Source: an optimization exercise on an open RTL-to-GDS flow (aim: small area, a short achievable clock period and few clock cycles per item). Production flows keep margins and buffers that such runs may drop.
The RTL was checked by simulation tests, not by an equivalence proof against the original design.
Power and IR drop assume default switching activity.

==> flow/run.sh <==
#!/bin/bash
# Standard layout (the standard.sh, unchanged), with timing repair asked
# for $SETUP_SLACK_MARGIN ns of extra setup slack at the design's own clock.
set -euo pipefail
cd "$(dirname "$0")/.."
export SETUP_SLACK_MARGIN=7.0
bash standard.sh finish > flow_make.log 2>&1
==> standard.sh <==
#!/bin/bash
# synth_recipe.tcl (not shown) runs the flow's synth.tcl, then flattens the netlist and writes it again
# the make line also repeats each setting of config.mk as NAME=value (left out here)
make -C /OpenROAD-flow-scripts/flow DESIGN_CONFIG=/design/flow/config.mk WORK_HOME=/design/flow/orfs CLKGATE_MAP_FILE= SYNTH_SCRIPT=/design/flow/synth_recipe.tcl "${@:-finish}"
==> config.mk <==
export PLATFORM = sky130hd
export DESIGN_NAME = rdm_responder
export DESIGN_NICKNAME = rdm_responder
export VERILOG_FILES = /design/flow/design.v
export SDC_FILE = /design/flow/constraint.sdc
export NUM_CORES = 4
export LEC_CHECK = 0
export CAP_MARGIN = 20
export CORE_MARGIN = 2
export CORE_UTILIZATION = 60
export PLACE_DENSITY = 0.75
export SLEW_MARGIN = 20
==> constraint.sdc <==
create_clock -name core_clock -period 10.0 [get_ports {clk}]
set_input_delay 2.0000 -clock core_clock [delete_from_list [all_inputs] [get_ports {clk}]]
set_output_delay 2.0000 -clock core_clock [all_outputs]
set_load 0.01 [all_outputs]
==> design.v <==
module rdm_responder (
    input  wire        clk,
    input  wire        rst,            
    input  wire [47:0] own_uid,        
    input  wire        rx_valid,
    input  wire [7:0]  rx_data,
    input  wire        rx_last,
    output reg         rx_ready,
    output reg         tx_valid,
    output reg  [7:0]  tx_data,
    output reg         tx_last,
    output reg         tx_break,
    input  wire        tx_ready,
    output reg         mute_line,
    output reg         mute_evt,
    output reg         identify_line,
    output reg         identify_evt
);
    function [5:0] inc6(input [5:0] a);
        inc6 = a ^ {&a[4:0], &a[3:0], &a[2:0], &a[1:0], a[0], 1'b1};
    endfunction
    function [5:0] dec6(input [5:0] a);
        dec6 = a ^ {~|a[4:0], ~|a[3:0], ~|a[2:0], ~|a[1:0], ~a[0], 1'b1};
    endfunction
    function [7:0] inc8(input [7:0] a);
        inc8 = a ^ {&a[6:0], &a[5:0], &a[4:0], &a[3:0], &a[2:0], &a[1:0], a[0], 1'b1};
    endfunction
    function cy8(input [7:0] a, input [7:0] b);
        reg [7:0] g, t;
        begin
            g = a & b;
            t = a | b;
            cy8 = g[7] | (t[7] & (g[6] | (t[6] & (g[5] | (t[5] & (g[4] |
                  (t[4] & (g[3] | (t[3] & (g[2] | (t[2] & (g[1] | (t[1] & g[0])))))))))))));
        end
    endfunction
    function ge8c(input [7:0] a, input [7:0] k);      
        integer i;
        reg r, e;
        begin
            r = 1'b0; e = 1'b1;
            for (i = 7; i >= 0; i = i - 1) begin
                if (!k[i]) r = r | (e & a[i]);
                e = e & ~(a[i] ^ k[i]);
            end
            ge8c = r | e;
        end
    endfunction
    function inr8(input [7:0] a, input [7:0] lo, input [7:0] hi);    
        inr8 = ge8c(a, lo) & ~ge8c(a, hi + 8'd1);
    endfunction
    localparam [2:0] PD_TWO = 3'd0, PD_SUPP = 3'd1, PD_DEVINFO = 3'd2,
                     PD_MODEL = 3'd3, PD_MFR = 3'd4, PD_SWVER = 3'd5,
                     PD_LABEL = 3'd6, PD_IDENT = 3'd7;
    reg  [4:0]  ph;
    reg         m_v, m_l, s_l;
    reg  [7:0]  m_d, s_d;
    wire        hs = rx_valid & ~s_full;
    reg  [7:0]  pos;           
    reg  [15:0] sum;           
    reg  [7:0]  ml;            
    reg         hok, uni, all_, vend, pdlok, cshf, cshok, bad;
    reg         pdl0, pdl1, pdl12, pdlle32, idnz;
    reg         lo_dec, lo_fail, hi_dec, hi_fail;
    reg  [7:0]  ob_rx;         
    reg  [4:0]  wd;            
    reg         fpos, rpos;    
    reg  [5:0]  lead;          
    reg         s_full;        
    reg  [7:0]  f_src0, f_src1, f_src2, f_src3, f_src4, f_src5;
    reg  [7:0]  f_tn, f_sd0, f_sd1, f_cc, f_pid0, f_pid1;
    reg         done_pend, s_uni;
    reg         q_kdub, q_dubrep, q_eff;
    reg         bank;                  
    reg  [5:0]  len0, len1;            
    reg  [4:0]  base0, base1;          
    reg  [255:0] ring0, ring1;
    reg         act;                   
    reg  [5:0]  idx;                   
    reg  [7:0]  tL;                    
    reg  [5:0]  tH;
    reg         tc;
    reg         hi_done;
    reg         r_std;                 
    reg         r_nack;
    reg  [2:0]  r_pd;
    reg  [1:0]  r_rc;                  
    reg  [5:0]  r_end;                 
    reg  [4:0]  dd;                    
    reg  [7:0]  ob_tx;                 
    reg         hb;                    
    reg         lpd;                   
    reg         sb_v, sb_l, sb_b;
    reg         o_nv;                  
    reg  [7:0]  sb_d;
    wire [7:0]  b      = m_d;
    wire        b_eq_o = (b == ob_rx);
    wire        b_gt_o = (b > ob_rx);
    wire        b_ff   = (b == 8'hFF);
    wire        p_lo   = (pos[7:6] == 2'd0);         
    wire        ld;
    wire        lead_z   = (lead == 6'd0);
    wire        lead_p   = ~lead[5] & ~lead_z;
    wire        f_safe   = ~done_pend & (~hb | lead_p | (lead_z & ld));
    wire        inact_bank = ~bank;
    wire        w_al     = (wd == 5'd0);
    wire        go       = ~(fpos & ~f_safe) & ~(rpos & ~w_al);
    wire        c        = m_v & go;
    wire        mfree    = ~m_v | c;
    wire        ml_seen   = ge8c(pos, 8'd3);
    wire        at_cshi   = ml_seen & (pos == ml) & ~cshf;
    wire        frame_ok  = hok & pdlok & cshf & cshok & (sum[7:0] == b) & ~bad;
    wire        addressed = uni | all_ | vend;
    wire        new_done  = c & m_l & frame_ok & addressed;
    reg  [2:0]  rsel_n;
    always @* begin
        case (pos[5:0])
            6'd2, 6'd23, 6'd29: rsel_n = 3'd0;
            6'd3, 6'd24, 6'd30: rsel_n = 3'd1;
            6'd4, 6'd25, 6'd31: rsel_n = 3'd2;
            6'd5, 6'd26, 6'd32: rsel_n = 3'd3;
            6'd6, 6'd27, 6'd33: rsel_n = 3'd4;
            default:            rsel_n = 3'd5;
        endcase
    end
    reg  [7:0]  own_rx_n;
    always @* begin
        case (rsel_n)
            3'd0: own_rx_n = own_uid[47:40];
            3'd1: own_rx_n = own_uid[39:32];
            3'd2: own_rx_n = own_uid[31:24];
            3'd3: own_rx_n = own_uid[23:16];
            3'd4: own_rx_n = own_uid[15:8];
            default: own_rx_n = own_uid[7:0];
        endcase
    end
    wire        sd_nz   = |{f_sd0, f_sd1};
    wire        cc_disc = (f_cc == 8'h10);
    wire        cc_get  = (f_cc == 8'h20);
    wire        cc_set  = (f_cc == 8'h30);
    wire        pid_hi0 = (f_pid0 == 8'h00);
    wire        pid_dub   = pid_hi0 & (f_pid1 == 8'h01);
    wire        pid_mute  = pid_hi0 & (f_pid1 == 8'h02);
    wire        pid_unm   = pid_hi0 & (f_pid1 == 8'h03);
    wire        pid_supp  = pid_hi0 & (f_pid1 == 8'h50);
    wire        pid_dinf  = pid_hi0 & (f_pid1 == 8'h60);
    wire        pid_model = pid_hi0 & (f_pid1 == 8'h80);
    wire        pid_mfr   = pid_hi0 & (f_pid1 == 8'h81);
    wire        pid_label = pid_hi0 & (f_pid1 == 8'h82);
    wire        pid_swv   = pid_hi0 & (f_pid1 == 8'hC0);
    wire        pid_ident = (f_pid0 == 8'h10) & (f_pid1 == 8'h00);
    wire        cc_ok   = cc_disc | cc_get | cc_set;
    wire        key_ok  = ~sd_nz & cc_ok;
    wire        k_dub   = key_ok & cc_disc & pid_dub;
    wire        k_mute  = key_ok & cc_disc & (pid_mute | pid_unm);
    wire        k_get   = key_ok & cc_get & (pid_supp | pid_dinf | pid_model | pid_mfr |
                                             pid_label | pid_swv | pid_ident);
    wire        k_slab  = key_ok & cc_set & pid_label;
    wire        k_sid   = key_ok & cc_set & pid_ident;
    wire        e_mute  = k_mute & pdl0;
    wire        e_ident = k_sid & pdl1;
    wire        e_label = k_slab & pdlle32;
    wire        dub_rep = k_dub & ~mute_line & pdl12 & ~lo_fail & ~hi_fail;
    reg         d_nack;
    reg  [2:0]  d_pd;
    reg  [1:0]  d_rc;
    reg  [5:0]  d_end;
    wire [5:0]  len_act = bank ? len1 : len0;
    always @* begin
        d_nack = 1'b1; d_pd = PD_TWO; d_rc = 2'd0; d_end = 6'd26;
        if (sd_nz)            d_rc = 2'd3;              
        else if (!cc_ok)      d_rc = 2'd2;              
        else if (k_mute) begin
            if (pdl0) d_nack = 1'b0;                    
            else      d_rc = 2'd1;
        end else if (k_get) begin
            if (!pdl0) d_rc = 2'd1;
            else begin
                d_nack = 1'b0;
                if (pid_supp)       begin d_pd = PD_SUPP;    d_end = 6'd30; end
                else if (pid_dinf)  begin d_pd = PD_DEVINFO; d_end = 6'd43; end
                else if (pid_model) begin d_pd = PD_MODEL;   d_end = 6'd31; end
                else if (pid_mfr)   begin d_pd = PD_MFR;     d_end = 6'd27; end
                else if (pid_label) begin d_pd = PD_LABEL;   d_end = len_act; end
                else if (pid_swv)   begin d_pd = PD_SWVER;   d_end = 6'd26; end
                else                begin d_pd = PD_IDENT;   d_end = 6'd25; end
            end
        end else if (k_slab) begin
            if (pdlle32) begin d_nack = 1'b0; d_end = 6'd24; end
            else d_rc = 2'd1;
        end else if (k_sid) begin
            if (pdl1) begin d_nack = 1'b0; d_end = 6'd24; end
            else d_rc = 2'd1;
        end
    end
    wire        std_rep = s_uni & ~q_kdub;
    wire        rep     = q_dubrep | std_rep;
    wire        quiet   = ~rep & ~q_eff;
    wire        disp    = done_pend & (quiet | (~act & (~rep | ~sb_v)));
    wire        start   = disp & rep;
    reg  [2:0]  tsel_n;
    always @* begin
        if (r_std) begin
            case (idx[3:0])
                4'd8:  tsel_n = 3'd0;
                4'd9:  tsel_n = 3'd1;
                4'd10: tsel_n = 3'd2;
                4'd11: tsel_n = 3'd3;
                4'd12: tsel_n = 3'd4;
                default: tsel_n = 3'd5;
            endcase
        end else begin
            case (idx[4:0])
                5'd7, 5'd8:   tsel_n = 3'd0;
                5'd9, 5'd10:  tsel_n = 3'd1;
                5'd11, 5'd12: tsel_n = 3'd2;
                5'd13, 5'd14: tsel_n = 3'd3;
                5'd15, 5'd16: tsel_n = 3'd4;
                default:      tsel_n = 3'd5;
            endcase
        end
    end
    reg  [7:0]  own_tx_n;
    always @* begin
        case (tsel_n)
            3'd0: own_tx_n = own_uid[47:40];
            3'd1: own_tx_n = own_uid[39:32];
            3'd2: own_tx_n = own_uid[31:24];
            3'd3: own_tx_n = own_uid[23:16];
            3'd4: own_tx_n = own_uid[15:8];
            default: own_tx_n = own_uid[7:0];
        endcase
    end
    wire        r_al    = (dd[3:0] == 4'd0);
    wire [7:0]  tap31   = bank ? ring1[255:248] : ring0[255:248];
    wire [7:0]  tap15   = bank ? ring1[127:120] : ring0[127:120];
    wire [7:0]  lab_b   = dd[4] ? tap15 : tap31;
    reg  [7:0]  pd_b;
    always @* begin
        pd_b = 8'h00;
        case (r_pd)
            PD_TWO:   pd_b = idx[0] ? {4'd0, r_rc[1] & r_rc[0], r_rc[1] & ~r_rc[0], 1'b0, |r_rc} : 8'h00;
            PD_SUPP:  case (idx[2:0])
                          3'd1: pd_b = 8'h80;     
                          3'd3: pd_b = 8'h81;     
                          3'd5: pd_b = 8'h82;     
                          default: pd_b = 8'h00;
                      endcase
            PD_DEVINFO: case (idx[5:0])
                          6'd24, 6'd27, 6'd28, 6'd33, 6'd36, 6'd37: pd_b = 8'h01;
                          6'd38, 6'd39: pd_b = 8'hFF;
                          default: pd_b = 8'h00;
                      endcase
            PD_MODEL: case (idx[2:0])             
                          3'd0: pd_b = 8'h4A;
                          3'd1: pd_b = 8'h61;
                          3'd2: pd_b = 8'h20;
                          3'd3: pd_b = 8'h52;
                          3'd4: pd_b = 8'h75;
                          3'd5: pd_b = 8'h6C;
                          default: pd_b = 8'h65;
                      endcase
            PD_MFR:   case (idx[1:0])             
                          2'd0: pd_b = 8'h4F;
                          2'd1: pd_b = 8'h4C;
                          default: pd_b = 8'h50;
                      endcase
            PD_SWVER: pd_b = idx[0] ? 8'h31 : 8'h76;
            PD_LABEL: pd_b = lab_b;
            default:  pd_b = {7'd0, identify_line};
        endcase
    end
    wire        add_p  = r_std ? ~hi_done : inr8({2'b00, idx}, 8'd9, 8'd20);
    wire [8:0]  lsum   = {1'b0, tL} + {1'b0, tx_data};
    wire [5:0]  tHc    = tc ? inc6(tH) : tH;
    wire [5:0]  tHc1   = tc ? inc6(inc6(tH)) : inc6(tH);
    wire [5:0]  t_hi   = (add_p & cy8(tL, tx_data)) ? tHc1 : tHc;
    wire        at_end = (idx == r_end);
    reg  [7:0]  nb;
    always @* begin
        nb = 8'h00;
        if (r_std) begin
            if (hi_done)
                nb = tL;
            else if (at_end)
                nb = {2'b00, t_hi};
            else if (ge8c({2'b00, idx}, 8'd24))
                nb = pd_b;
            else case (idx[4:0])
                5'd0:  nb = 8'hCC;
                5'd1:  nb = 8'h01;
                5'd2:  nb = {2'b00, r_end};
                5'd3:  nb = f_src0;
                5'd4:  nb = f_src1;
                5'd5:  nb = f_src2;
                5'd6:  nb = f_src3;
                5'd7:  nb = f_src4;
                5'd8:  nb = f_src5;
                5'd9, 5'd10, 5'd11, 5'd12, 5'd13, 5'd14: nb = ob_tx;
                5'd15: nb = f_tn;
                5'd16: nb = {6'd0, r_nack, 1'b0};
                5'd17: nb = 8'h00;
                5'd18: nb = f_sd0;
                5'd19: nb = f_sd1;
                5'd20: nb = inc8(f_cc);
                5'd21: nb = f_pid0;
                5'd22: nb = f_pid1;
                default: nb = {2'b00, r_end[5:3] - 3'd3, r_end[2:0]};
            endcase
        end else begin
            if (~ge8c({2'b00, idx}, 8'd7))
                nb = 8'hFE;
            else if (idx == 6'd7)
                nb = 8'hAA;
            else if (~ge8c({2'b00, idx}, 8'd20))
                nb = ob_tx | (idx[0] ? 8'h55 : 8'hAA);
            else if (~ge8c({2'b00, idx}, 8'd22))
                nb = {2'b00, t_hi} | (idx[0] ? 8'h55 : 8'hAA);
            else
                nb = tL | (idx[0] ? 8'h55 : 8'hAA);
        end
    end
    wire        nb_last = r_std ? hi_done : (idx == 6'd23);
    wire        avail   = ~lpd | r_al;
    assign      ld      = act & avail & ~sb_v;
    wire        put  = ld | start;
    wire [7:0]  pb   = start ? (std_rep ? 8'hCC : 8'hFE) : nb;
    wire        pl   = ~start & nb_last;
    wire        pbrk = start ? std_rep : r_std;
    wire        o_free = o_nv | tx_ready;
    wire [4:0]  base_ac = bank ? base1 : base0;
    wire        wr_ring = c & inr8(pos, 8'd24, 8'd55);
    wire [5:0]  pos6    = pos[5:0];
    wire [5:0]  lead_s0 = inc6(inc6(~pos6));        
    wire [5:0]  lead_s1 = inc6(~pos6);              
    wire [5:0]  idx_i   = inc6(idx);
    wire [5:0]  lead_i  = inc6(lead);
    wire [5:0]  lead_d  = dec6(lead);
    always @(posedge clk) begin
        ring0 <= {ring0[247:0], (wr_ring & ~inact_bank) ? b : ring0[255:248]};
        ring1 <= {ring1[247:0], (wr_ring &  inact_bank) ? b : ring1[255:248]};
        if (mfree)
            {m_d, m_l} <= s_full ? {s_d, s_l} : {rx_data, rx_last};
        if (~s_full)
            {s_d, s_l} <= {rx_data, rx_last};
        if (~sb_v)
            {sb_d, sb_l, sb_b} <= {pb, pl, pbrk};
        q_kdub   <= k_dub;
        q_dubrep <= dub_rep;
        q_eff    <= e_ident | e_label;
        if (c) begin
            ob_rx <= own_rx_n;
            if (pos == 8'd2) ml <= b;
            if (pos == 8'd9)  f_src0 <= b;
            if (pos == 8'd10) f_src1 <= b;
            if (pos == 8'd11) f_src2 <= b;
            if (pos == 8'd12) f_src3 <= b;
            if (pos == 8'd13) f_src4 <= b;
            if (pos == 8'd14) f_src5 <= b;
            if (pos == 8'd15) f_tn   <= b;
            if (pos == 8'd18) f_sd0  <= b;
            if (pos == 8'd19) f_sd1  <= b;
            if (pos == 8'd20) f_cc   <= b;
            if (pos == 8'd21) f_pid0 <= b;
            if (pos == 8'd22) f_pid1 <= b;
            if (pos == 8'd23) begin
                pdl0    <= (b == 8'd0);
                pdl1    <= (b == 8'd1);
                pdl12   <= (b == 8'd12);
                pdlle32 <= ~ge8c(b, 8'd33);
            end
            if (pos == 8'd24) begin
                idnz <= |b;
                if (inact_bank) base1 <= ph;
                else            base0 <= ph;
            end
            if (inr8(pos, 8'd24, 8'd29)) begin
                if (pos6 == 6'd24 || !lo_dec) begin
                    lo_dec  <= ~b_eq_o;
                    lo_fail <= b_gt_o;
                end
            end
            if (inr8(pos, 8'd30, 8'd35)) begin
                if (pos6 == 6'd30 || !hi_dec) begin
                    hi_dec  <= ~b_eq_o;
                    hi_fail <= ~b_gt_o & ~b_eq_o;
                end
            end
            if (pos == 8'd0) begin
                hok   <= (b == 8'hCC);
                uni   <= 1'b1;
                all_  <= 1'b1;
                vend  <= 1'b1;
                pdlok <= 1'b0;
                cshf  <= 1'b0;
                bad   <= 1'b0;
                sum   <= {8'd0, b};
            end else begin
                if (pos == 8'd1 && b != 8'h01) hok <= 1'b0;
                if (inr8(pos, 8'd3, 8'd8)) begin
                    if (!b_eq_o) uni <= 1'b0;
                    if (!b_ff)   all_ <= 1'b0;
                    if (~ge8c(pos, 8'd5) ? !b_eq_o : !b_ff) vend <= 1'b0;
                end
                if (pos == 8'd23)
                    pdlok <= ({1'b0, b} + 9'd24 == {1'b0, ml});
                if (cshf) begin
                    if (!m_l) bad <= 1'b1;
                end else if (at_cshi) begin
                    cshf  <= 1'b1;
                    cshok <= (sum[15:8] == b);
                end else
                    sum <= sum + {8'd0, b};
            end
        end
        if (c && pos == 8'd24) wd <= 5'd0;
        else if (!c)           wd <= wd + 5'd1;
        if (start) begin
            idx     <= 6'd1;
            hi_done <= 1'b0;
            lpd     <= 1'b0;
            r_std   <= std_rep;
            r_nack  <= d_nack;
            r_pd    <= d_pd;
            r_rc    <= d_rc;
            r_end   <= d_end;
            tL      <= 8'h00;
            tH      <= 6'd0;
            tc      <= 1'b0;
            dd      <= ph - base_ac + 5'd24;
        end else begin
            if (ld) begin
                idx     <= idx_i;
                hi_done <= r_std & at_end;
                if (idx == 6'd23) lpd <= r_std & (r_pd == PD_LABEL) & (r_end != 6'd24);
                else if (idx_i == r_end) lpd <= 1'b0;
                if (add_p) begin
                    tL <= lsum[7:0];
                    tH <= tHc;
                    tc <= lsum[8];
                end
            end else
                dd <= dd + 5'd1;
        end
        if (ld) ob_tx <= own_tx_n;
        if (start)
            lead <= c ? (m_l ? 6'd1 : lead_s1) : lead_s0;
        else if (c & m_l)
            lead <= ld ? idx_i : idx;
        else if (ld & ~c)
            lead <= lead_i;
        else if (c & ~ld)
            lead <= lead_d;
        if (o_free) begin
            if (sb_v) {tx_data, tx_last, tx_break} <= {sb_d, sb_l, sb_b};
            else if (put) {tx_data, tx_last, tx_break} <= {pb, pl, pbrk};
        end
    end
    reg         rst_q;
    wire        rr = rst | rst_q;
    always @(posedge clk) begin
        rst_q <= rst;
        if (rst) begin
            rx_ready <= 1'b0;
        end else if (rst_q) begin
            rx_ready <= 1'b1;
        end else if (mfree)
            rx_ready <= 1'b1;
        else if (hs)
            rx_ready <= 1'b0;
        if (rr) begin
            tx_valid      <= 1'b0;
            mute_line     <= 1'b0;
            mute_evt      <= 1'b0;
            identify_line <= 1'b0;
            identify_evt  <= 1'b0;
        end else begin
            if (o_free)
                tx_valid <= sb_v | put;
            mute_evt     <= disp & e_mute;
            identify_evt <= disp & e_ident;
            if (disp & e_mute)
                mute_line <= ~f_pid1[0];            
            if (disp & e_ident)
                identify_line <= idnz;
        end
        if (rst_q) begin
            ph            <= 5'd0;
            m_v           <= 1'b0;
            s_full        <= 1'b0;
            pos           <= 8'd0;
            fpos          <= 1'b0;
            rpos          <= 1'b0;
            done_pend     <= 1'b0;
            bank          <= 1'b0;
            len0          <= 6'd24;
            len1          <= 6'd24;
            act           <= 1'b0;
            hb            <= 1'b0;
            sb_v          <= 1'b0;
            o_nv          <= 1'b1;
        end else begin
            ph <= ph + 5'd1;
            if (mfree) begin
                m_v    <= s_full | hs;
                s_full <= 1'b0;
            end else if (hs)
                s_full <= 1'b1;
            if (c) begin
                if (m_l) pos <= 8'd0;
                else if (pos != 8'hFF) pos <= inc8(pos);
                fpos <= ~m_l & inr8(pos, 8'd8, 8'd21);
                rpos <= ~m_l & inr8(pos, 8'd24, 8'd54);
                if (pos == 8'd23) begin
                    if (inact_bank) len1 <= ml[5:0];
                    else            len0 <= ml[5:0];
                end
            end
            if (new_done) begin
                done_pend <= 1'b1;
                s_uni     <= uni;
            end else if (disp)
                done_pend <= 1'b0;
            if (disp & e_label)
                bank <= ~bank;
            if (start) begin
                act <= 1'b1;
                hb  <= std_rep;
            end else if (ld) begin
                if (nb_last) act <= 1'b0;
                if (idx == 6'd22) hb <= 1'b0;
            end
            if (o_free) begin
                o_nv <= ~(sb_v | put);
                sb_v <= 1'b0;
            end else if (put)
                sb_v <= 1'b1;
        end
    end
endmodule
==> results of run 1 <==
report_power, final:
part	leakage [nW]	switching [mW]	internal, mW	total, mW
clock network	1.23	1.24	1.63	2.87
registers	6.86	0.0245	3.42	3.44
logic	5.03	0.113	0.0926	0.206
cell usage after synthesis, drive strengths merged (8+ instances only):
| cell type | count | area [µm²] |
|---|---|---|
| nor4 | 29 | 181 |
| a21o | 14 | 105 |
| o31ai | 15 | 123 |
| nand3b | 10 | 75.1 |
| nand4 | 20 | 125 |
| edfxtp | 225 | 6760 |
| a22oi | 25 | 211 |
| xnor2 | 47 | 412 |
| mux2i | 64 | 641 |
| nor3 | 44 | 235 |
| and3 | 21 | 131 |
| nor2b | 28 | 175 |
| xor2 | 45 | 394 |
| clkbuf | 74 | 278 |
| buf | 35 | 185 |
| a32o | 8 | 80.1 |
| a31oi | 22 | 138 |
| a32oi | 12 | 113 |
| or4 | 12 | 93.8 |
| nand3 | 38 | 190 |
| dfxtp | 592 | 11900 |
| o21ai | 95 | 483 |
| mux4 | 10 | 225 |
| o211ai | 29 | 231 |
| inv | 97 | 364 |
| nand2 | 138 | 518 |
| a21oi | 111 | 567 |
| mux2 | 46 | 526 |
| and2 | 22 | 138 |
| nand2b | 21 | 131 |
| nor2 | 153 | 577 |
| ha | 87 | 1090 |
| a211oi | 13 | 97.6 |
routing by layer:
layer / part of all wire / GRT usage / vias to the layer above
met1: 0.41 / 0.390 / 9342
met2: 0.48 / 0.469 / 839
met3: 0.076 / 0.0569 / 183
met5: 0.00079 / 0 / -
met4: 0.029 / 0.0888 / 2
li1: - / - / 8754
final timing paths:
| path | startpoint | end |
|---|---|---|
| worst max-delay path | tx_data[4] | tx_data[4] |
| worst min-delay path | ring1[3] | ring1[11] |
| worst max register to register | dd[1] | lead[5] |
| worst min register to register | ring1[3] | ring1[11] |
what timing repair did:
action | 4_1_cts | 5_1_grt
endpoints found under the setup margin | 234 | 167
buffers inserted | 44 | 35
gates resized for setup | 172 | 116
pin swaps | 25 | 49
gates cloned | 3 | 2
hold endpoints to repair | 0 | 0
final cells by class:
type / count / share of cell area
Inverter: 99 / 0.0125
Tap cell: 615 / 0.0225
Clock inverter: 31 / 0.0105
Sequential cell: 817 / 0.545
Antenna cell: 1 / 0.0000732
Timing Repair inverter: 2 / 0.000512
Clock buffer: 105 / 0.0631
Timing Repair Buffer: 187 / 0.0525
Multi-Input combinational cell: 1324 / 0.293
cells by family (layout without fill, tap and decap cells):
logic type | after synthesis | in the layout | share of synthesized area
AO/OA/AOI/OAI | 441 | 441 | 0.106
XOR/XNOR | 92 | 92 | 0.0280
adder cells (fa/ha/maj) | 90 | 90 | 0.0399
buffers and inverters | 208 | 424 | 0.0290
flip-flops | 817 | 817 | 0.646
multiplexers | 120 | 120 | 0.0483
other | 0 | 1 | 0
AND/OR/NAND/NOR | 581 | 581 | 0.103
==> notes.md, run 1 <==
Status
The flow ran to the end and the layout has no timing, DRC or antenna violations.

Synth
For this run, the leading register cell type out of synthesis is dfxtp_1. The number of instances in the synthesized netlist is 2349. The share of synthesized flip-flops with an asynchronous set or reset is 0. Counting flops and latches in the post-synthesis netlist gives 817. For this run, the register share of the synthesized area comes to 0.646. Each instance of the synthesized netlist takes up on average 12.3 µm². The number of warning messages in the yosys log is 1. The post-synthesis instance area is 28800 µm².

Yosys mapped a number of flops with a built-in enable equal to 225. Counting every net in the synthesized netlist gives 2500. The count of distinct cell types in the synthesized netlist is 103.

Layout
The filler cell count is 3161. The relative area change from synthesis to final layout is 18.7%. In the final layout, the share of cells above drive strength 1 is 0.182.

Measured on the finished design, the core utilization comes to 0.719. The commonest non-fill, non-tap cell in the layout is dfxtp_1. The non-filler instance count after layout is 3181.

The final layout contains 2657 nets. The sequential standard cell area is 18600 µm². The largest registers in the layout are ring0: 256 flops, ring1: 256 flops, sum: 16 flops.

In the layout the commonest cells are dfxtp_1, edfxtp_1, nor2_1. With fillers left out, the area of the finished cells amounts to 34200 µm². The area taken by multi-input logic gates is between 10000 and 15000 µm².

Timing
Setup repair after global routing could not meet its margin everywhere. After routing, the total negative slack on setup checks comes to 0 ps. The max-slew headroom at the worst pin is 0.407. Hold timing on the final database bottoms out at a slack of 322 ps. In the finished design, the share of the clock period the worst path needs comes to 0.329. Between clock sinks in the finished design, the worst skew comes to 25.7 ps. The final setup violation count is 0.

For the pin with the worst max-slew slack, the measured transition is 889 ps. The final-report hold violation count is 0. The post-layout minimum cycle time is between 3000 and 4000 ps.

The final setup slack of the worst path is 6710 ps. For this run, the top clock speed supported by timing is roughly 0.3 GHz. The max-slew violation total from the final report is 0.

Clock network
The number of buffers created by CTS is 75. TritonCTS built the clock tree. The count of hold buffers inserted by post-cts repair is 0. The master cell of the clock root buffer is clkbuf_16. Counting along the longest clock path gives a buffer depth of 3. Clock tree synthesis found a total of roughly 820 sinks. After clock tree synthesis, the clock-pin slew on the worst setup and hold paths is 70 ps. The clock reaches the later pin of the worst-skew pair after 630 ps.

The H-tree level count is 3.

Floorplan
The die footprint is 49800 µm². The width of the chip is 223 µm. The I/O pin total is just under 80. The initialized floorplan defines 80 standard-cell rows. The area inside the core boundary is 47500 µm². For this configuration, the core starts out at a cell density of 0.606.

The floorplan step set the die height to 223 µm.

Setup path
On the worst path, the slowest cell contributes a delay of 480 ps. The internal reg-to-reg setup slack is approximately 6900 ps. The critical path goes through buf_2. The required time reported for the critical path endpoint is approximately 8000 ps.

The startpoint kind of the worst setup timing path is a register. Counting cells, the worst reg-to-reg path comes to 14. The worst setup path is of the register to primary output kind.

The buffering stage count on the worst path with inverters included is 1. The number of stages on the worst setup path is 1. The worst setup path is captured at a primary output. The slowest cell on the critical path is edfxtp_1. The category of cells accounting for the largest share of critical-path delay is flip-flops. The arrival time reported for the critical path endpoint is around 1300 ps. Of all nets on the critical path, the largest fanout is 3.

Place
Detailed placement ended at an HPWL of 46000 µm. After detailed placement, the design holds a cell count of 2960. The worst setup slack before clock tree synthesis is 5890 ps. The number of I/O port buffers is between 70 and 80.

Once placement finished, the instance area stood at approximately 30000 µm². Routability-driven placement finished with a final weighted congestion of approximately 0.97.

GRT
The first global-routing pass estimated 110000 µm of wire. Entering global routing, the biggest net connects 54 pins. The total congestion overflow is 0. The number of antenna violations at the first check in global routing is 3. The number of global-route vias before repair was 18700. The overall track demand over capacity in global routing is 0.287.

Route
The number of DRC markers in iteration 0 is 1821. The detailed-router iteration count before antenna repair is 6. The remaining antenna violation count is 0. After detailed routing, the total wire length is 72500 µm. The number of vias per cell after detailed routing is 6.01. Dividing the detail-routed wire length by the instance count gives 22.8 µm. The final routed DRC violation total is 0. The detailed router placed 19100 vias in this run.

Worst hold path
The hold-critical path depth is 0. The worst hold-check path type is register to register.

Flow run
The max-cap check violation count is 0.

Pwr
Overall power consumption after layout is estimated at between 6 and 7 mW. The leakage power figure is 13.1 nW. The peak supply drop is 190 µV. In this run the power density over the cells is between 150 and 200 nW/µm².
Testbench counts, summed over its fixed seeds: cycles 39,462, requests 1,280.
==> inputs of run 2 (changes only) <==
--- a/design.v
+++ b/design.v
@@ -104,5 +104,6 @@
     wire        f_safe   = ~done_pend & (~hb | lead_p | (lead_z & ld));
     wire        inact_bank = ~bank;
-    wire        w_al     = (wd == 5'd0);
+    reg         w_al;                   
+    reg         r_al;                   
     wire        go       = ~(fpos & ~f_safe) & ~(rpos & ~w_al);
     wire        c        = m_v & go;
@@ -232,5 +233,4 @@
         endcase
     end
-    wire        r_al    = (dd[3:0] == 4'd0);
     wire [7:0]  tap31   = bank ? ring1[255:248] : ring0[255:248];
     wire [7:0]  tap15   = bank ? ring1[127:120] : ring0[127:120];
@@ -330,4 +330,5 @@
     wire        o_free = o_nv | tx_ready;
     wire [4:0]  base_ac = bank ? base1 : base0;
+    wire [4:0]  dd_s    = ph - base_ac + 5'd24;
     wire        wr_ring = c & inr8(pos, 8'd24, 8'd55);
     wire [5:0]  pos6    = pos[5:0];
@@ -414,6 +415,11 @@
             end
         end
-        if (c && pos == 8'd24) wd <= 5'd0;
-        else if (!c)           wd <= wd + 5'd1;
+        if (c && pos == 8'd24) begin
+            wd   <= 5'd0;
+            w_al <= 1'b1;
+        end else if (!c) begin
+            wd   <= wd + 5'd1;
+            w_al <= (wd == 5'd31);
+        end
         if (start) begin
             idx     <= 6'd1;
@@ -428,5 +434,6 @@
             tH      <= 6'd0;
             tc      <= 1'b0;
-            dd      <= ph - base_ac + 5'd24;
+            dd      <= dd_s;
+            r_al    <= (dd_s[3:0] == 4'd0);
         end else begin
             if (ld) begin
@@ -441,5 +448,8 @@
                 end
             end else
-                dd <= dd + 5'd1;
+            begin
+                dd   <= dd + 5'd1;
+                r_al <= (dd[3:0] == 4'd15);
+            end
         end
         if (ld) ob_tx <= own_tx_n;
==> flow/run.sh (replaced) <==
#!/bin/bash
# Standard layout (the standard.sh, unchanged), with timing repair asked
# for SETUP_SLACK_MARGIN ns of extra setup slack at the design's own clock,
# and the port buffers made with the plain buf_1 cell.
set -euo pipefail
cd "$(dirname "$0")/.."
export SETUP_SLACK_MARGIN=7.0
export BUFFER_PORTS_ARGS="-buffer_cell sky130_fd_sc_hd__buf_1"
bash standard.sh finish > flow_make.log 2>&1
--- a/config.mk
+++ b/config.mk
@@ -9,4 +9,6 @@
 export CORE_MARGIN = 2
 export CORE_UTILIZATION = 60
+export CTS_CLUSTER_DIAMETER = 80
+export CTS_CLUSTER_SIZE = 30
 export PLACE_DENSITY = 0.75
 export SLEW_MARGIN = 20
==> notes.md, run 2 <==
Clock network
The CTS tree is built. After clock tree synthesis, the clock-pin slew on the worst setup and hold paths is 100 ps. Counting the buffers created by CTS gives 39. In this run the deepest clock path goes through 3 buffers. The cell sitting at the root of the clock tree is a clkbuf_16. The CTS sink count is a little over 800.

The H-tree was split into 2 levels. The clock reaches the later pin of the worst-skew pair after 620 ps.

Pwr
Summed over all nets, the switching power comes to roughly 1.2 mW. Of the total power, registers draw 0.626. In this run the static leakage power is ~12 nW. Of the total power, the clock network draws 0.345. The internal portion of total power is 4.31 mW.

The power density normalized to cell area is ~180 nW/µm². The share of total power dissipated in combinational logic is 0.030. VDD sags by at most 159 µV.

The switching fraction of total power is 0.216.

Route
After detailed routing, the average wire length per cell comes to about 23 µm. Wires add up to 69600 µm. Summing over every cut layer, the via total after detailed routing is 18200. In the routed layout, each cell is associated on average with a via count of 5.99. The first TritonRoute pass finished after 6 iterations. The remaining antenna violation count is 0. The final routed DRC violation total is 0. The number of DRC markers in iteration 0 is 1681.

Layout
The library cells used most frequently in the layout, excluding fill and tap cells, are dfxtp_1, edfxtp_1, nand2_1. In the final layout, the registers with the most flip-flops are ring0: 256 flops, ring1: 256 flops, sum: 16 flops. Relative to the synthesized area, the layout overhead comes to 9.74%.

After routing the design area is 31400 µm². After the last flow step, the layout net total stands at 2558. The commonest non-fill, non-tap cell in the layout is dfxtp_1. The filler cell count is 3465. In the final layout, the share of cells above drive strength 1 is 0.111.

Once layout is complete, the utilization of the core stands at 0.671.

Synth
The total nets after synthesis is 2491. The multiplexer area fraction after synthesis is 0.0437. The simple-gate portion of the synthesized area is 0.105.

Yosys attributes the largest share of cell area to dfxtp_1, edfxtp_1, ha_1. The share of synthesized area in the top cell type comes to 0.415. The number of warning messages in the yosys log is 1. In the synthesized netlist the async set-or-reset flop fraction comes to 0. The part of the Yosys area used for sequential elements is 0.653.

The number of enable flip-flop cells after synthesis is 226. In this run, synthesis produced a sequential element count of 819. In the synthesized netlist, the cells that appear most often are dfxtp_1, edfxtp_1, nand2_1, nor2_1, a21oi_1. The synthesized design spends more area on one cell type than any other, namely dfxtp_1. The post-synthesis compound-gate area fraction is 0.101. Among all flip-flop cells after synthesis, the most frequent one is dfxtp_1. Synthesis produced ~2300 cells. The dominant cell by count in the synthesized netlist is dfxtp_1. In this run the cell area of the synthesized design comes to 28600 µm².

The synthesized area divided by synthesized cell count is between 10 and 15 µm². Synthesis instantiated 96 different standard cells from the library. The combinational family with the most area after synthesis is simple AND/OR/NAND/NOR gates.

The adder-cell share of the synthesized area is 0.0397. The xor and xnor area share after synthesis is 0.0297.

Place
The worst setup slack before clock tree synthesis is 5890 ps. At the end of routability-driven placement, the weighted congestion stood at 0.931. The post-detailed-placement cell area is 29300 µm².

The total half-perimeter wirelength after legalization and detailed placement is about 48000 µm. The number of I/O port buffers is 76.

Worst hold path
The path with the worst hold slack has its endpoint at ring1[217]. The hold-critical path depth is 0. The min-delay analysis places its worst path in the category register to register. In this run the most critical hold path is launched from ring1[209].

Setup path
Walking the worst path, the cells encountered are buf_1. The launch point of the worst reg-to-reg path is tx_data[5]. The maximum net fanout on the critical path is 3. The worst setup path is launched from a register.

The slowest cell on the critical path is edfxtp_1. The required time reported for the critical path endpoint is 8000 ps. The internal reg-to-reg setup slack is 7080 ps.

The setup path with the least slack is of type register to primary output. The cell count of the worst reg-to-reg path is 10. Data on the critical path arrives at its endpoint at 1240 ps. The worst reg2reg path endpoint is tx_data[5]. In this design, the stage delay of the slowest critical-path cell is 500 ps. Grouping stages by cell kind, the critical path spends the most delay in flip-flops. The critical path capture point type is a primary output.

The buffering stage count on the worst path with inverters included is 1.

Floorplan
From left edge to right edge, the die measures 222 µm. The I/O pin total is a little under 80. The floorplan has 79 rows. The die footprint is approximately 50000 µm².

For this configuration, the core starts out at a cell density of 0.611. In this run the vertical extent of the chip is 222 µm. The core region is 46800 µm².

Timing
Setup repair after global routing could not meet its margin everywhere. The transition time at the pin with the least slew margin is 1130 ps. The worst clock skew is 59.7 ps. Across all setup checks in the final design, the least slack found is ~6800 ps. The final-report hold violation count was 0. The max-slew violation total from the final report is 0. The maximum operating frequency is a little over 0.3 GHz.

In the finished design, the share of the clock period the worst path needs comes to 0.324. Counting I/O delays and the setup requirement, the final critical path takes 3240 ps. The final setup violation count is 0. The max-slew headroom at the worst pin is 0.244. The tightest hold margin is 295 ps. The aggregate negative setup slack is 0 ps.

GRT
The number of global-route vias before repair is 18000. The overall track demand over capacity in global routing is 0.278. The number of antenna violations at the first check in global routing is 0. Entering global routing, the biggest net connects 59 pins. The first-pass GRT wire length is 105000 µm. For this run the aggregate overflow at the end of global routing stands at 0.

Status
The run finished with no timing, DRC or antenna violations.

Flow run
Across the run, the number of max-cap violations was 0.
[run 2: worst max path at each step]
stage / start / endpoint / slack (ps) / depth (start not counted)
after floorplan: own_uid[29] / ob_rx[5] / 6950 / 7
after global placement: idx[0] / ob_tx[4] / 5950 / 8
after detailed placement: idx[0] / ob_tx[4] / 5890 / 8
after CTS: tx_data[6] / tx_data[6] / 6730 / 1
after global routing: tx_data[3] / tx_data[3] / 6730 / 1
final: tx_data[3] / tx_data[3] / 6760 / 1
[run 2: per-layer routing]
| metal | global-route usage | wire length [µm] | up-vias |
|---|---|---|---|
| met2 | 0.450 | 32400 | 741 |
| met4 | 0.113 | 2790 | 0 |
| met3 | 0.0422 | 4740 | 157 |
| met5 | 0 | 0 | - |
| li1 | - | - | 8443 |
| met1 | 0.377 | 29700 | 8843 |
[run 2: cell families after synthesis]
| kind of cell | Yosys count |
|---|---|
| AOI/OAI and AO/OA | 433 |
| xor gates and xnor gates | 97 |
| adders and majority gates | 89 |
| buffers and inverters | 194 |
| DFF | 819 |
| muxes | 106 |
| and+or+nand+nor | 603 |
[run 2: area by class of cell]
cell class,instances,area (µm²),share of cell area
Timing Repair Buffer,131,813,0.0259
Clock buffer,49,1020,0.0326
Tap cell,607,759,0.0242
Clock inverter,13,267,0.00850
Multi-Input combinational cell,1328,9460,0.301
Sequential cell,819,18700,0.596
Antenna cell,1,2.50,0.0000798
Inverter,89,354,0.0113
[run 2: per-stage QoR]
stage	std cells	power, mW
global placement	2942	3.66
finish	3037	5.50
global route	3036	5.66
detailed placement	2942	3.67
CTS	3021	5.52
floorplan	2341	3.61
[run 2: what timing repair did]
item,CTS,global route
setup endpoints to repair,107,78
gates cloned,0,1
pin swaps,2,17
buffers inserted,17,14
hold buffers,0,0
resized for setup,65,59
[run 2: power by group through the flow]
stage          clock, mW  sequential [mW]  combinational (mW)
2_1_floorplan          0             3.51              0.0986
3_3_place_gp           0             3.52               0.145
3_5_place_dp           0             3.52               0.151
4_1_cts             1.92             3.44               0.157
5_1_grt             2.04             3.45               0.179
6_report            1.90             3.44               0.163
Testbench counts of run 2, summed over its fixed seeds: cycles 39,462, requests 1,280.
==> inputs of run 3 (changes only) <==
--- a/design.v
+++ b/design.v
@@ -91,4 +91,6 @@
     reg         hb;                    
     reg         lpd;                   
+    reg  [9:0]  o_cn;
+    wire [7:0]  o_pd = ~o_cn[9:2];             
     reg         sb_v, sb_l, sb_b;
     reg         o_nv;                  
@@ -272,8 +274,8 @@
     end
     wire        add_p  = r_std ? ~hi_done : inr8({2'b00, idx}, 8'd9, 8'd20);
-    wire [8:0]  lsum   = {1'b0, tL} + {1'b0, tx_data};
+    wire [8:0]  lsum   = {1'b0, tL} + {1'b0, o_pd};
     wire [5:0]  tHc    = tc ? inc6(tH) : tH;
     wire [5:0]  tHc1   = tc ? inc6(inc6(tH)) : inc6(tH);
-    wire [5:0]  t_hi   = (add_p & cy8(tL, tx_data)) ? tHc1 : tHc;
+    wire [5:0]  t_hi   = (add_p & cy8(tL, o_pd)) ? tHc1 : tHc;
     wire        at_end = (idx == r_end);
     reg  [7:0]  nb;
@@ -329,4 +331,6 @@
     wire        pbrk = start ? std_rep : r_std;
     wire        o_free = o_nv | tx_ready;
+    wire        o_load = o_free & (sb_v | put);
+    wire [9:0]  o_new  = sb_v ? {sb_d, sb_l, sb_b} : {pb, pl, pbrk};
     wire [4:0]  base_ac = bank ? base1 : base0;
     wire [4:0]  dd_s    = ph - base_ac + 5'd24;
@@ -462,8 +466,9 @@
         else if (c & ~ld)
             lead <= lead_d;
-        if (o_free) begin
-            if (sb_v) {tx_data, tx_last, tx_break} <= {sb_d, sb_l, sb_b};
-            else if (put) {tx_data, tx_last, tx_break} <= {pb, pl, pbrk};
-        end
+        if (o_load) begin
+            {tx_data, tx_last, tx_break} <= o_new;
+            o_cn <= ~o_new;
+        end else
+            {tx_data, tx_last, tx_break} <= ~o_cn;
     end
     reg         rst_q;
==> notes.md, run 3 <==
Floorplan
The area inside the core boundary is 47900 µm². The floorplan has 80 rows. The I/O pin total is 77.

The width of the chip is 225 µm. The starting density of the core is 0.610. The die footprint is 50500 µm².

The die outline height is 225 µm.

Clock network
The number of clock buffers added by TritonCTS is 38. Clock-pin slew was measured on the worst setup and hold paths at 100 ps. TritonCTS built the clock tree.

The CTS sink count is 829. Buffers inserted to repair hold after CTS numbered 0. The later-pin clock latency in the skew report is 600 ps. The master cell of the clock root buffer is clkbuf_16. In this run the number of H-tree levels came out at 2. In this run the deepest clock path goes through 3 buffers.

Synth
Among all cell types in the netlist, the one instantiated most often is dfxtp_1. Synthesis instantiated 107 different standard cells from the library. Synthesis produced 2415 cells. The post-synthesis instance area is slightly below 30000 µm². Of the post-synthesis cell area, the dominant cell type holds 0.413. The number of nets handed over by synthesis was 2565. The prevailing post-synth register cell is dfxtp_1. In the synthesized netlist the async set-or-reset flop fraction comes to 0. The part of the Yosys area used for sequential elements is 0.645. By area the synthesized netlist is led by dfxtp_1, edfxtp_1, ha_1.

The commonest cells after synthesis are dfxtp_1, edfxtp_1, nand2_1, nor2_1, a21oi_1. The synthesized design contains 829 register bits. The synthesized area divided by synthesized cell count is 12.1 µm². The number of enable flip-flop cells after synthesis is about 230.

The synthesized design spends more area on one cell type than any other, namely dfxtp_1. The number of warning messages in the yosys log is 1.

Route
The overall via count from detail_route is 19000. The final routed DRC violation total is 0. Using the TritonRoute via totals, the vias-per-cell ratio works out to 6.08. The post-detailed-route wirelength per cell is ~23 µm. The first detailed-routing pass ran for 6 iterations. The number of DRC markers in iteration 0 is 2032. The count of nets left with antenna violations once routing finished came out at 0. For this block, the routed nets add up to between 70000 and 80000 µm of wire.

GRT
In the global route stage, overall resource usage came out at 0.275. The first-pass GRT wire length is 106000 µm. The number of global-route vias before repair is 18200. The total congestion overflow is 0. The number of antenna violations at the first check in global routing is 2. Entering global routing, the biggest net connects 52 pins.

Status
The flow ran to the end and the layout has no timing, DRC or antenna violations.

Place
The post-detailed-placement cell area is 30000 µm². The total half-perimeter wirelength after legalization and detailed placement is between 40000 and 50000 µm. Counting tap cells, the placed design contains a total of approximately 3000 instances.

At the end of routability-driven placement, the weighted congestion stood at 1.02. During placement, the flow inserted port buffers numbering 76.

Timing
The worst pin sits at a relative slew slack of 0.266. The max-slew violation total from the final report was 0. The transition time at the pin with the least slew margin is 1070 ps. Setup repair after global routing could not meet its margin everywhere. Subtracting the final worst setup slack from the clock period gives 3070 ps.

The post-route fraction of the period consumed by the critical path is 0.307. The final-report hold violation count was 0. Based on the critical path, the design can be clocked at up to roughly 0.33 GHz.

The worst clock skew is around 33 ps. Setup violations remaining at the end of the flow were counted as 0. For the final routed database, the setup TNS stands at 0 ps.

Layout
The largest registers in the layout are ring0: 256 flops, ring1: 256 flops, sum: 16 flops. The sequential standard cell area is ~19000 µm². The net total in the final layout is 2636. The library cell used most frequently in the layout, excluding fill and tap cells, is dfxtp_1. The finished layout holds 3126 standard cells, fillers aside. The fraction of layout instances using a drive strength above 1 is 0.126. At the end of the flow the core is filled with cells to 0.672. The filler cell count is 3487. The summed area of non-filler cells in the final layout is 32200 µm². The relative area change from synthesis to final layout is 10.2%. In the final layout, the multi-input gates occupy 9970 µm².

In the layout the commonest cells are dfxtp_1, edfxtp_1, nand2_1.

Setup path
The worst setup path is launched from a register. The maximum net fanout on the critical path is 2. The critical path capture point type is a primary output.

The arrival time reported for the critical path endpoint is 1070 ps. Traced cell by cell, the critical path runs through buf_6. The number of buffers and inverters on the critical path is 1. The category of cells accounting for the largest share of critical-path delay is flip-flops. Data on the critical path is required at its endpoint by 8000 ps. The slowest cell on the critical path is dfxtp_4.

In this design, the stage delay of the slowest critical-path cell is 370 ps. The critical path is of the register to primary output type.

Pwr
The worst-case IR drop observed on VDD is about 220 µV. For this design the static power due to leakage is 12.0 nW. Power spread over the standard cell area amounts to 170 nW/µm².

Flow run
Across the run, the number of max-cap violations was 0.

Worst hold path
The worst hold-check path type is register to register.
==> run 3: path summary, 6_finish.rpt <==
path	slack (ps)	cells after the start	to	from
min	320	0	ring0[228]	ring0[220]
min reg2reg	320	0	ring0[228]	ring0[220]
max	6930	1	identify_line	identify_line
max reg2reg	7020	8	r_rc[0]	f_pid1[4]
==> run 3: layout make-up <==
cell class | instances | area share
flip-flops and latches | 829 | 0.587
multi-input cells | 1387 | 0.309
clock buffers | 52 | 0.0318
repair buffers | 138 | 0.0300
well taps | 615 | 0.0239
inverters | 91 | 0.0113
clock inverters | 11 | 0.00649
repair inverters | 1 | 0.000155
diodes | 2 | 0.000155
==> run 3: cells by family after synthesis <==
logic type	Yosys count	synth area share
flip-flops	829	0.645
AND/OR/NAND/NOR	629	0.108
AO/OA/AOI/OAI	482	0.114
buffers and inverters	201	0.0285
multiplexers	97	0.0394
adder cells (fa/ha/maj)	89	0.0389
XOR/XNOR	88	0.0264
==> run 3: where the power goes <==
part / switching [mW] / total, mW / internal (mW)
Sequential: 0.0179 / 3.48 / 3.46
Clock: 1.05 / 1.84 / 0.792
Combinational: 0.0994 / 0.161 / 0.0613
==> run 3: timing repair <==
action,4_1_cts,5_1_grt
pin swaps,14,19
gates cloned,2,3
setup buffers,16,20
gates resized for setup,113,58
setup endpoints to repair,245,82
==> run 3: layer usage <==
| layer | track usage | routed length (µm) |
|---|---|---|
| met1 | 0.374 | 30100 |
| met5 | 0 | 0 |
| met3 | 0.0380 | 4770 |
| met2 | 0.448 | 32900 |
| met4 | 0.116 | 3100 |
==> run 3: metrics by stage <==
step           hold slack [ps]  total power, mW  worst slack [ps]
2_1_floorplan              310             3.65              7080
3_3_place_gp               310             3.70              6070
3_5_place_dp               312             3.71              5840
4_1_cts                    326             5.51              6910
5_1_grt                    327             5.65              6890
6_report                   318             5.48              6930
Testbench counts of run 3, summed over its fixed seeds: cycles 39,462, requests 1,280.
==> inputs of run 4 (changes only) <==
--- a/flow/run.sh
+++ b/flow/run.sh
@@ -5,5 +5,5 @@
 set -euo pipefail
 cd "$(dirname "$0")/.."
-export SETUP_SLACK_MARGIN=7.0
+export SETUP_SLACK_MARGIN=6.85
 export BUFFER_PORTS_ARGS="-buffer_cell sky130_fd_sc_hd__buf_1"
 bash standard.sh finish > flow_make.log 2>&1
==> notes.md, run 4 <==
Status
The run finished with no timing, DRC or antenna violations.

Layout
The net total in the final layout is 2615. The sequential cells in the finished layout cover a total of 18900 µm². The finished cells cover 31700 µm². Once layout is complete, the utilization of the core stands at 0.661. In the layout the commonest cells are dfxtp_1, edfxtp_1, nand2_1.

Of the cells placed in the final design, the portion with a size suffix greater than 1 is 0.0991. Leaving out filler cells and counting taps, the final layout contains 3099. The filler cells instantiated in the layout total 3546. The largest registers in the layout are ring0: 256 flops, ring1: 256 flops, sum: 16 flops. The relative area change from synthesis to final layout is 8.34%.

The commonest non-fill, non-tap cell in the layout is dfxtp_1. The multi-input combinational cells in the finished layout cover a total of 9840 µm².

Synth
Among all flip-flop cells after synthesis, the most frequent one is dfxtp_1. In this run, synthesis produced a sequential element count of 829. The commonest cells after synthesis are dfxtp_1, edfxtp_1, nand2_1, nor2_1, a21oi_1. The synthesized netlist occupies a cell area of 29200 µm². The count of distinct cell types in the synthesized netlist is between 100 and 150.

In this run the mean area of a mapped cell was 12.1 µm². Counting every net in the synthesized netlist gives 2565. Of all cell types, the one taking the most synthesized area is dfxtp_1. In this run, synthesis inferred around 230 flip-flops with an integrated enable. The dominant cell by count in the synthesized netlist is dfxtp_1. In the synthesized netlist, the number of instances is 2415.

The share of synthesized flip-flops with an asynchronous set or reset is 0. Sorting the synthesized cells by area gives the leading types as dfxtp_1, edfxtp_1, ha_1. The part of the Yosys area used for sequential elements is 0.645. The number of warning messages in the yosys log is 1. The area fraction of the dominant cell type after synthesis is 0.413.

Setup path
In this design, the stage delay of the slowest critical-path cell is 360 ps. The critical path goes through buf_1. For this design, the slowest cell found on the critical path is dfxtp_1.

The buffering stage count on the worst path with inverters included is 1. The startpoint kind of the worst setup timing path is a register. For the worst setup path, the data required time is 8000 ps. The kind of cell with the highest combined delay along the critical path is flip-flops. STA classifies the critical path endpoint as a primary output. For the worst setup path, the data arrival time is 1120 ps. The setup path with the least slack is of type register to primary output. The maximum net fanout on the critical path is 2.

Worst hold path
The min-delay analysis places its worst path in the category register to register.

Clock network
The longest clock path from root to sink contains 3 buffers. The H-tree level count is 2. The later-pin clock latency in the skew report is 610 ps. The number of buffers created by CTS is 37. CTS placed an instance of clkbuf_16 at the clock tree root. The CTS sink count is 829.

The clock transition at the registers of the reported paths is 110 ps. TritonCTS built the clock tree.

Floorplan
The initial utilization of the core area, before any placement, comes to 0.610. The die outline height is 225 µm. In this run the core area contains 80 standard-cell rows.

The width of the chip is 225 µm. 77 I/O pins were placed. After floorplanning, the core was sized to cover 47900 µm².

The die footprint is 50500 µm².

Pwr
The power density normalized to cell area is 170 nW/µm². The leakage power figure is 11.8 nW. The post-route total power is 5.40 mW. The worst-case IR drop observed on VDD is 156 µV.

Timing
Headroom to the max-slew limit came out at 0.372. The final-report hold violation count is 0. Setup repair after global routing could not meet its margin everywhere. The max-slew violation total from the final report is 0.

For the pin with the worst max-slew slack, the measured transition is 918 ps. Setup violations remaining at the end of the flow were counted as 0. The worst path in the final design needs a cycle of approximately 3100 ps, including I/O delays and setup.

Summed over all failing endpoints, the final setup total negative slack is 0 ps. In the finished design, the share of the clock period the worst path needs comes to 0.312. Clock skew on the completed layout was measured at 45.1 ps. The tightest hold margin is 314 ps.

The final setup slack of the worst path is a little under 7000 ps. Timing would allow up to 0.320 GHz.

GRT
The first-pass GRT wire length is 106000 µm. The maximum number of pins on one net before global-route repair is 52. The total overflow left after global routing is 0. The number of antenna violations at the first check in global routing is 3. The number of global-route vias before repair is 18000.

The overall track demand over capacity in global routing is 0.273.

Route
In this run, the number of DRC markers left after iteration 0 of detailed routing was approximately 1900. The detailed-router iteration count before antenna repair is 6. The remaining antenna violation count is 0.

After detailed routing, the total wire length is 68900 µm. The overall via count from detail_route is 18800. The number of vias per cell after detailed routing is 6.08.

In the routed design, unresolved DRC markers number 0. The post-detailed-route wirelength per cell is 22.2 µm.

Place
The placed instance count is approximately 3000. The number of I/O port buffers is 76. Timing analysis after detailed placement gives a worst setup slack of 5810 ps. The post-detailed-placement cell area is 30000 µm². The congestion estimate from routability-driven global placement came to 1.05. The total half-perimeter wirelength after legalization and detailed placement is 48300 µm.

Flow run
Across the run, the number of max-cap violations was 0.
## run 4: kinds of logic (layout without fill, tap and decap cells)
kind of cell             after synthesis  in the layout  share of synthesized area
buffers and inverters                201            268                     0.0285
XOR/XNOR                              88             88                     0.0264
AND/OR/NAND/NOR                      629            630                      0.108
adder cells (fa/ha/maj)               89             89                     0.0389
other                                  0              1                          0
flip-flops                           829            829                      0.645
multiplexers                          97             97                     0.0394
AO/OA/AOI/OAI                        482            482                      0.114
## run 4: cell type report
cell class / count / share of cell area
timing repair inverter: 1 / 0.000158
multi-input combinational: 1386 / 0.311
sequential: 829 / 0.596
clock buffer: 46 / 0.0310
tap: 615 / 0.0243
clock inverter: 11 / 0.00482
inverter: 91 / 0.0114
antenna: 1 / 0.0000790
timing repair buffer: 119 / 0.0213
## run 4: metal layers
layer / GRT usage / up-vias / share of wire
met4: 0.107 / 2 / 0.039
met5: 0 / - / 0.00026
met1: 0.381 / 9167 / 0.44
met2: 0.439 / 758 / 0.46
met3: 0.0317 / 168 / 0.059
li1: - / 8744 / -
## run 4: final timing paths
kind / cells past startpoint / end / startpoint / slack [ps]
setup / recovery: 1 / rx_ready / rx_ready / 6880
hold / removal: 0 / ring1[252] / ring1[244] / 310
setup reg to reg: 5 / base0[0] / pos[3] / 6900
hold reg to reg: 0 / ring1[252] / ring1[244] / 310
## run 4: what timing repair did
item                       4_1_cts  5_1_grt
hold buffers                     0        0
setup endpoints to repair      166       71
buffers inserted                 7       11
pin swaps                        3        9
gates resized for setup         42       52
cloned                           2        0
## run 4: power by group
group	internal [mW]	switching (mW)	leakage, nW
Combinational	0.0589	0.0976	4.27
Clock	0.733	1.03	0.550
Sequential	3.46	0.0183	6.96
==> inputs of run 5 (changes only) <==
--- a/flow/run.sh
+++ b/flow/run.sh
@@ -5,5 +5,5 @@
 set -euo pipefail
 cd "$(dirname "$0")/.."
-export SETUP_SLACK_MARGIN=6.85
+export SETUP_SLACK_MARGIN=7.0
 export BUFFER_PORTS_ARGS="-buffer_cell sky130_fd_sc_hd__buf_1"
 bash standard.sh finish > flow_make.log 2>&1
--- a/config.mk
+++ b/config.mk
@@ -9,6 +9,6 @@
 export CORE_MARGIN = 2
 export CORE_UTILIZATION = 60
-export CTS_CLUSTER_DIAMETER = 80
-export CTS_CLUSTER_SIZE = 30
+export CTS_CLUSTER_DIAMETER = 60
+export CTS_CLUSTER_SIZE = 36
 export PLACE_DENSITY = 0.75
 export SLEW_MARGIN = 20
==> notes.md, run 5 <==
Status
The flow ran to the end and the layout has no timing, DRC or antenna violations.

Setup path
Walking the worst path, the cells encountered are buf_6. The setup path with the least slack is of type register to primary output. The required time reported for the critical path endpoint is about 8000 ps. STA classifies the critical path endpoint as a primary output. Measured in cells, the most critical reg-to-reg path has a length of 9. STA classifies the critical path startpoint as a register. The category of cells accounting for the largest share of critical-path delay is flip-flops.

The number of buffers and inverters on the critical path is 1. The launch point of the worst reg-to-reg path is idx[2]. The number of stages on the worst setup path is 1. The maximum net fanout on the critical path is 2. Tracing the worst setup path back leads to its startpoint at identify_line. The slowest cell on the critical path is dfxtp_4. Data arrives at the worst endpoint at 1110 ps. The highest cell delay on the worst timing path is 370 ps.

Timing
The aggregate negative setup slack is 0 ps. For the pin with the worst max-slew slack, the measured transition is between 1000 and 1500 ps. The final setup slack of the worst path is 6890 ps.

Setup repair after global routing could not meet its margin everywhere. The post-layout minimum cycle time is 3110 ps. The max-slew violation total from the final report is 0. The final-report hold violation count is 0. The final setup violation count is 0. The maximum operating frequency is around 0.32 GHz.

Dividing the final minimum period by the clock period gives 0.311. Headroom to the max-slew limit came out at 0.282. The worst clock skew is 52.2 ps.

GRT
The overall track demand over capacity in global routing is 0.276. The number of antenna violations at the first check in global routing is 2. The maximum number of pins on one net before global-route repair is between 50 and 60.

The total congestion overflow is 0. The first-pass GRT wire length is ~110000 µm. The number of global-route vias before repair came to 18100.

Synth
In this run, synthesis inferred 226 flip-flops with an integrated enable. After synthesis, the most frequently instantiated cells are dfxtp_1, edfxtp_1, nand2_1, nor2_1, a21oi_1. The share of synthesized flip-flops with an asynchronous set or reset is 0. The count of distinct cell types in the synthesized netlist is 107. The number of warning messages in the yosys log is 1.

The number of synthesized register bits is just over 800. Synthesis produced 2415 cells. The prevailing post-synth register cell is dfxtp_1. The dominant cell by count in the synthesized netlist is dfxtp_1. The post-synthesis instance area is 29200 µm².

The share of synthesized area in the top cell type comes to 0.413. The largest total area in the synthesized netlist belongs to dfxtp_1. By area the synthesized netlist is led by dfxtp_1, edfxtp_1, ha_1. The number of nets handed over by synthesis was approximately 2600. For this run, the register share of the synthesized area comes to 0.645.

The synthesized area divided by synthesized cell count is around 12 µm².

Clock network
TritonCTS built the clock tree. The later pin in the worst-skew pair is clocked with a latency of around 630 ps. The master cell of the clock root buffer is clkbuf_16. The clock tree synthesis step divided the H-tree into 2 levels. The CTS sink count is 829. The number of buffers on the longest clock path is 3. Counting the buffers created by CTS gives 45. After clock tree synthesis, the clock-pin slew on the worst setup and hold paths is roughly 110 ps.

Layout
In the final layout, the registers with the most flip-flops are ring0: 256 flops, ring1: 256 flops, sum: 16 flops. The commonest non-fill, non-tap cell in the layout is dfxtp_1. In the final layout, flip-flops and latches occupy 18900 µm². Compared with the post-synthesis result, the final layout area differs by 12.3%.

The utilization of the core after routing is 0.685. The net total in the final layout is 2646. The library cells used most frequently in the layout, excluding fill and tap cells, are dfxtp_1, edfxtp_1, nand2_1. The filler cell count is 3392.

In the final layout, the share of cells above drive strength 1 is 0.138. The multi-input combinational cells in the finished layout cover a total of roughly 10000 µm². The antenna diode count is 0.

Pwr
For this design the ratio of total power to cell area is 181 nW/µm². Across the VDD grid, the largest voltage drop is 236 µV. In this run the static leakage power is 12.3 nW.

Floorplan
The width of the chip is 225 µm. The initialized floorplan defines 80 standard-cell rows. For this configuration, the core starts out at a cell density of 0.610. The die footprint is between 50000 and 60000 µm². Measured along the y axis, the die boundary spans 225 µm. The area inside the core boundary is 47900 µm². The I/O pin total is 77.

Route
In this run, the number of DRC markers left after iteration 0 of detailed routing was around 2000. Dividing the detail-routed wire length by the instance count gives 22.6 µm. The first detailed-routing pass took 6 iterations.

The detail route stage leaves a number of antenna-violating nets equal to 0. The overall via count from detail_route is 19100. The final routed DRC violation total is 0.

The wire length after detailed routing is 71000 µm. The number of vias per cell after detailed routing is just over 6.

Worst hold path
The worst hold path startpoint is ring1[155]. The hold-critical path depth is 0. The worst hold path belongs to the class register to register.

Place
The worst setup slack before clock tree synthesis is 5840 ps. The total half-perimeter wirelength after legalization and detailed placement is 48400 µm. Routability-driven placement finished with a final weighted congestion of around 1.0. The count of buffers added on input and output ports is 76.

Flow run
Across the run, the number of max-cap violations was 0.
==> run 5: cell counts after synthesis <==
Identical to the previous run, type by type.
==> run 5: path summary, 6_finish.rpt <==
kind	slack (ps)	endpoint
setup / recovery	6890	identify_line
hold / removal	320	ring1[163]
setup reg to reg	6970	o_cn[4]
hold reg to reg	320	ring1[163]
==> run 5: logic make-up (layout without fill, tap and decap cells) <==
logic type	after synthesis	count (layout)	synth area share
buffers and inverters	201	314	0.0285
XOR/XNOR	88	88	0.0264
AO/OA/AOI/OAI	482	482	0.114
AND/OR/NAND/NOR	629	631	0.108
multiplexers	97	97	0.0394
adder cells (fa/ha/maj)	89	89	0.0389
flip-flops	829	829	0.645
==> run 5: metal layers <==
layer / up-vias / global-route usage / routed length, µm
li1: 8828 / - / -
met1: 9260 / 0.378 / 30100
met2: 884 / 0.446 / 33000
met3: 173 / 0.0415 / 5120
met4: 0 / 0.107 / 2760
met5: - / 0 / 0
==> run 5: power by group <==
group	leakage, nW	internal, mW	switching (mW)
Clock	0.863	1.03	1.27
Sequential	6.96	3.46	0.0185
Combinational	4.48	0.0617	0.0990
Total	12.3	4.55	1.39
==> run 5: area by class of cell <==
class / count / area share
clock buffers: 48 / 0.0356
clock inverters: 33 / 0.0203
inverters: 91 / 0.0109
multi-input cells: 1387 / 0.303
flip-flops and latches: 829 / 0.576
well taps: 615 / 0.0234
repair buffers: 141 / 0.0303
repair inverters: 1 / 0.000152
==> run 5: repair_timing <==
| action | CTS | global route |
|---|---|---|
| cloned | 2 | 3 |
| hold buffers | 0 | 0 |
| hold endpoints to repair | 0 | 0 |
| pin swaps | 16 | 15 |
| setup buffers | 17 | 22 |
| gates resized for setup | 113 | 55 |
| endpoints found under the setup margin | 245 | 98 |
==> run 5: metrics by stage <==
stage	instances	power (mW)	instance area [µm²]	hold slack [ps]
2_1_floorplan	2415	3.65	29200	310
3_3_place_gp	3019	3.70	30000	310
3_5_place_dp	3019	3.71	30000	312
4_1_cts	3119	5.98	32400	330
5_1_grt	3145	6.12	32800	328
6_report	3145	5.94	32800	325

[static timing again, ports no longer ideal]
In the flow no input, the clock included, has a driving cell. The finished layouts below were timed again as built, in two steps.
Step 1 (the two cells are an assumption about what drives the block):
set clk [get_ports {clk}]
set_driving_cell -lib_cell sky130_fd_sc_hd__clkbuf_16 $clk
set_driving_cell -lib_cell sky130_fd_sc_hd__buf_2 [delete_from_list [all_inputs] $clk]
Step 2, shift: input delay + t, output delay - t, t = (earliest + latest rising clock arrival at the registers) / 2. This alone moves slack from input paths to output paths.
a / b / c = ideal / step 1 / step 2; a / b = the first two.
run | t (ns) | slack for setup (ns) | hold WS [ns] | worst register clock-pin slew, ns | pins driven straight from the clock port
run 1 | 0.669 | 6.714 / 6.657 / 6.441 | 0.322 / 0.322 / 0.322 | 0.07 / 0.07 | 1
run 2 | 0.647 | 6.763 / 6.702 / 6.593 | 0.295 / 0.295 / 0.295 | 0.11 / 0.11 | 1
run 3 | 0.642 | 6.930 / 6.873 / 6.668 | 0.318 / 0.318 / 0.318 | 0.11 / 0.11 | 1
run 4 | 0.650 | 6.880 / 6.819 / 6.426 | 0.314 / 0.314 / 0.314 | 0.11 / 0.11 | 1
run 5 | 0.659 | 6.895 / 6.838 / 6.644 | 0.325 / 0.325 / 0.325 | 0.12 / 0.12 | 1
After both steps setup and hold are still met in every run listed. The setup slack of run 4, which loses most, moves by -0.061 ns with the drivers and by -0.454 ns with both steps.
